This is an optimization exercise on Yosys and OpenROAD, whose aim is small area, a short achievable clock period and few clock cycles, not a production implementation.
Function was checked by simulation only, so behaviour that the tests miss may differ from the original.

Setup of main:
// gdc_dbuf
module gdc_dbuf (
    input  wire        clk,
    input  wire        rst,           
    input  wire        ep_valid,
    output wire        ep_ready,
    input  wire [31:0] ep_data,
    input  wire        in_valid,
    output wire        in_ready,
    input  wire [15:0] in_data,
    output reg         resp_valid,
    input  wire        resp_ready,
    output wire [31:0] resp_data,
    output reg         err_valid,
    output reg  [1:0]  err_cause,     
    output reg  [7:0]  err_opc
);
Size: about 4,000 cells after synthesis, ~970 flip-flops, roughly 99 I/O pins, ~50,000 um2 of cells after synthesis.
==> flow/config.mk <==
export PLATFORM = sky130hd
export DESIGN_NAME = gdc_dbuf
export DESIGN_NICKNAME = gdc_dbuf
export VERILOG_FILES = /design/flow/design.v
export SDC_FILE = /design/flow/constraint.sdc
export NUM_CORES = 4
export LEC_CHECK = 0
export CAP_MARGIN = 20
export CORE_MARGIN = 2
export CORE_UTILIZATION = 40
export PLACE_DENSITY = 0.6
export SLEW_MARGIN = 20
==> flow/constraint.sdc <==
create_clock -name core_clock -period 45.0 [get_ports {clk}]
set_input_delay 9.0000 -clock core_clock [delete_from_list [all_inputs] [get_ports {clk}]]
set_output_delay 9.0000 -clock core_clock [all_outputs]
set_load 0.01 [all_outputs]
run.sh (not shown) runs the stock make flow with config.mk's settings and CLKGATE_MAP_FILE= SYNTH_SCRIPT=/design/flow/synth_recipe.tcl, a recipe that flattens the netlist after the stock synthesis.
Testbench counts of main, summed over its fixed seeds: cycles 41,934.
For the feature branch, these inputs were changed with respect to main:
-- flow/design.v --
<<< main, line 179
    wire e1_free = !e1_v || take;
    assign ep_ready = ep_rdy;
    reg  in_rdy;
    assign in_ready = in_rdy;
    wire [6:0] wh_next = (wh == (bps2 ? 7'd47 : 7'd95)) ? 7'd0 : wh + 7'd1;
    wire       rd_cmd  = ph_op && k_rd && (wr_done || wfade == 5'd0);
>>> the feature branch, line 179
    wire e1_free = !e1_v || take;
    assign ep_ready = ep_rdy;
    assign in_ready = !in_bv || !r_v || wr_busy;
    wire [6:0] wh_next = (wh == (bps2 ? 7'd47 : 7'd95)) ? 7'd0 : wh + 7'd1;
    wire       rd_cmd  = ph_op && k_rd && (wr_done || wfade == 5'd0);
<<< main, line 287
            ep_rdy     <= 1'b0;
            in_bv      <= 1'b0;
            in_rdy     <= 1'b1;
            r_v        <= 1'b0;
            ph_op      <= 1'b0;
>>> the feature branch, line 286
            ep_rdy     <= 1'b0;
            in_bv      <= 1'b0;
            r_v        <= 1'b0;
            ph_op      <= 1'b0;
<<< main, line 314
            if (r_load) r_v <= 1'b1;
            else if (writing) r_v <= 1'b0;
            in_rdy <= !(in_ready ? in_valid : in_bv) || !(r_load || (r_v && !writing)) ||
                      (x_wb && h_imm != 16'd0) || (wr_busy && !(writing && wr_one));
            if (writing) begin
                if (wfade != 5'd0) wfade <= wfade - 5'd1;
>>> the feature branch, line 312
            if (r_load) r_v <= 1'b1;
            else if (writing) r_v <= 1'b0;
            if (writing) begin
                if (wfade != 5'd0) wfade <= wfade - 5'd1;
Results
Looking at the reports, the feature branch completed the entire flow and the layout it produced met the timing, DRC and antenna checks. [the feature branch] full die area fell about 0.54% relative to main. Going from main to the feature branch, the minimum clock period was found to have gone up by 460 ps. Any difference in area overhead of the layout relative to synthesis between main and the feature branch is small enough to ignore. [the feature branch vs main] proportion of synthesized chip area in sequential cells: higher in the feature branch. Summary of the feature branch over main: number of non-clock inverters decreased by 11 relative to the old numbers; via count decreased by 1.6% relative to the old numbers; proportion of cell area occupied by registers increased by 0.30 points relative to the old numbers; number of iterations in the first detailed-routing pass increased by 1 relative to the old numbers. Fraction of area in clock buffers and inverters in the feature branch is 0.21 points lower than in main. The feature branch vs. main: worst hold slack fell by 4.0 ps; total global routing track utilization fell by 0.56 points. Between main and the feature branch, the XOR/XNOR share of the synthesized area does not differ in any meaningful way.
Testbench counts of the feature branch, summed over its fixed seeds: cycles 41,934.

== v6 ==
gdc_dbuf, a different RTL version from the one above (not shown whole).
For scale: about 4000 cells after synthesis, about 960 flip-flops, ~0.049 mm2 of cells after synthesis.
==> flow/config.mk <==
export PLATFORM = sky130hd
export DESIGN_NAME = gdc_dbuf
export DESIGN_NICKNAME = gdc_dbuf
export VERILOG_FILES = /design/flow/design.v
export SDC_FILE = /design/flow/constraint.sdc
export NUM_CORES = 4
export LEC_CHECK = 0
export CAP_MARGIN = 20
export CORE_MARGIN = 2
export CORE_UTILIZATION = 40
export PLACE_DENSITY = 0.6
export SLEW_MARGIN = 20
==> flow/constraint.sdc <==
create_clock -name core_clock -period 45.0 [get_ports {clk}]
set_input_delay 9.0000 -clock core_clock [delete_from_list [all_inputs] [get_ports {clk}]]
set_output_delay 9.0000 -clock core_clock [all_outputs]
set_load 0.01 [all_outputs]
v6: PASS, flow complete, no timing, DRC or antenna violations
Testbench counts of v6, summed over its fixed seeds: cycles 41,934.
Input-level comparison between v7 and v6:
diff --git a/flow/design.v b/flow/design.v
--- a/flow/design.v
+++ b/flow/design.v
@@ -79,14 +79,15 @@
             neg3 = {a[1], a[2], a[0]};
         end
     endfunction
     reg [767:0] mem;                  
     reg [1:0]  depth;
     reg [6:0]  wh;
     reg [4:0]  wfade;
+    reg [4:0]  wfade_n;               
     reg [15:0] wr_left;               
     reg        wr_busy;               
     reg        wr_one;                
     reg        e1_v, e0_v;            
     reg [31:0] e1_w, e0_w;
     reg        ep_rdy;
     reg        in_bv;                 
@@ -188,15 +189,15 @@
         rd_w = 16'd0;
         for (r = 0; r < 48; r = r + 1)
             rd_w = rd_w | (mem[16*r +: 16] & {16{rd_word == r}});
     end
     wire [15:0] rd_raw = bps2 ? rd_w : {8'h00, rd_slot[0] ? rd_w[15:8] : rd_w[7:0]};
     wire [15:0] rd_sample = decode(rd_raw, depth);
     wire [4:0]  w_o = wfade;
-    wire [4:0]  w_n = 5'd24 - wfade;
+    wire [4:0]  w_n = wfade_n;
     wire [20:0] o_x = {{5{r_o[15]}}, r_o};
     wire [20:0] n_x = {{5{in_w[15]}}, in_w};
     wire [20:0] p0 = w_o[0] ? o_x      : 21'd0;
     wire [20:0] p1 = w_o[1] ? o_x << 1 : 21'd0;
     wire [20:0] p2 = w_o[2] ? o_x << 2 : 21'd0;
     wire [20:0] p3 = w_o[3] ? o_x << 3 : 21'd0;
     wire [20:0] p4 = w_o[4] ? o_x << 4 : 21'd0;
@@ -216,15 +217,27 @@
     wire [41:0] t2 = csa(p3, p4, p5);
     wire [41:0] t3 = csa(p6, p7, p8);
     wire [41:0] t4 = csa(t1[20:0], t1[41:21], t2[20:0]);
     wire [41:0] t5 = csa(t2[41:21], t3[20:0], t3[41:21]);
     wire [41:0] t6 = csa(t4[20:0], t4[41:21], t5[20:0]);
     wire [41:0] t7 = csa(t5[41:21], p9, t6[20:0]);
     wire [41:0] t8 = csa(t6[41:21], t7[20:0], t7[41:21]);
-    wire [20:0] bl_s = t8[20:0] + t8[41:21];
+    reg  [20:0] ks_g, ks_p, bl_s;
+    integer ks_i, ks_l;
+    always @(*) begin
+        ks_g = t8[20:0] & t8[41:21];
+        ks_p = t8[20:0] ^ t8[41:21];
+        for (ks_l = 1; ks_l < 21; ks_l = ks_l * 2)
+            for (ks_i = 20; ks_i >= 0; ks_i = ks_i - 1)
+                if (ks_i >= ks_l) begin
+                    ks_g[ks_i] = ks_g[ks_i] | (ks_p[ks_i] & ks_g[ks_i - ks_l]);
+                    ks_p[ks_i] = ks_p[ks_i] & ks_p[ks_i - ks_l];
+                end
+        bl_s = (t8[20:0] ^ t8[41:21]) ^ {ks_g[19:0], 1'b0};
+    end
     wire [18:0] bl_u = {1'b1, ~bl_s[20], bl_s[19:3]};
     reg [3*21*6-1:0] sfx;
     reg [15:0] bl_q;
     integer a, b;
     always @(*) begin
         sfx = {3*21*6{1'b0}};
         for (a = 0; a <= 20; a = a + 1)
@@ -271,14 +284,15 @@
                             (e1_w[1:0] == 2'd1) ? 7'd44 :
                             (e1_w[1:0] == 2'd2) ? (bps2 ? 7'd47 : 7'd88) : ms_max;
     always @(posedge clk) begin
         if (rst) begin
             depth      <= 2'd3;
             wh         <= 7'd0;
             wfade      <= 5'd0;
+            wfade_n    <= 5'd24;
             wr_left    <= 16'd0;
             wr_busy    <= 1'b0;
             wr_one     <= 1'b0;
             e1_v       <= 1'b0;
             e0_v       <= 1'b0;
             ep_rdy     <= 1'b0;
             in_bv      <= 1'b0;
@@ -305,15 +319,18 @@
                 e0_v <= 1'b1;
             end
             ep_rdy <= !(e1_free ? (e0_v && ep_push) : (e0_v || ep_push));
             if (in_ready) in_bv <= in_valid;
             in_rdy <= !(in_ready ? in_valid : in_bv) ||
                       (x_wb && h_imm != 16'd0) || (wr_busy && !(writing && wr_one));
             if (writing) begin
-                if (wfade != 5'd0) wfade <= wfade - 5'd1;
+                if (wfade != 5'd0) begin
+                    wfade   <= wfade - 5'd1;
+                    wfade_n <= wfade_n + 5'd1;
+                end
                 wh      <= wh_next;
                 wr_left <= wr_left - 16'd1;
                 wr_one  <= (wr_left == 16'd2);
                 if (wr_one) wr_busy <= 1'b0;
             end
             if (x_wb && h_imm != 16'd0) begin
                 wr_left <= h_imm;
@@ -323,14 +340,15 @@
             if (x_sbd && bd_new != depth) begin
                 depth <= bd_new;
                 wh    <= wh_after_bd;
             end
             if (x_swh) begin
                 wh    <= opa_wrapped;
                 wfade <= 5'd24;
+                wfade_n <= 5'd0;
             end
             if (take && !ph_op) begin
                 if (h_known && h_two) ph_op <= 1'b1;
                 if (h_dr) resp_valid <= 1'b1;
             end
             if (take && ph_op) begin
                 ph_op <= 1'b0;
==> comparison <==
NOTE: worst path setup slack after routing in v7 exceeds that of v6. Compared to v6, v7 has highest achievable clock rate 0.53% higher. v7 reports a higher met2 track demand over resource in global routing than v6 does. Between v6 and v7, the share of the core filled with cells in the final layout does not differ in any meaningful way. ~same multi-input logic portion of the cell area in v6 and v7.
Testbench counts of v7, summed over its fixed seeds: cycles 41,934.

==> port drivers added, routing unchanged <==
In the flow no input, the clock included, has a driving cell. The finished layouts below were timed again as built, in two steps.
Step 1 sets driving cells, clkbuf_16 on the clock port and buf_2 on the other inputs (assumed; they add their load-dependent delay and slew).
Step 2, shift: input delay + t, output delay - t, t = (earliest + latest rising clock arrival at the registers) / 2. This alone moves slack from input paths to output paths.
Slacks: no drivers / after step 1 / after step 2; pairs: no drivers / after step 1.
run | shift t [ns] | setup slack, ns | cell pins on the clock port's net
main | 0.784 | 33.971 / 33.971 / 33.971 | 1
the feature branch | 0.770 | 33.515 / 33.444 / 34.010 | 1
v6 | 0.770 | 33.718 / 33.644 / 34.196 | 1
v7 | 0.766 | 33.778 / 33.703 / 34.185 | 1
After both steps setup and hold are still met in every run listed.
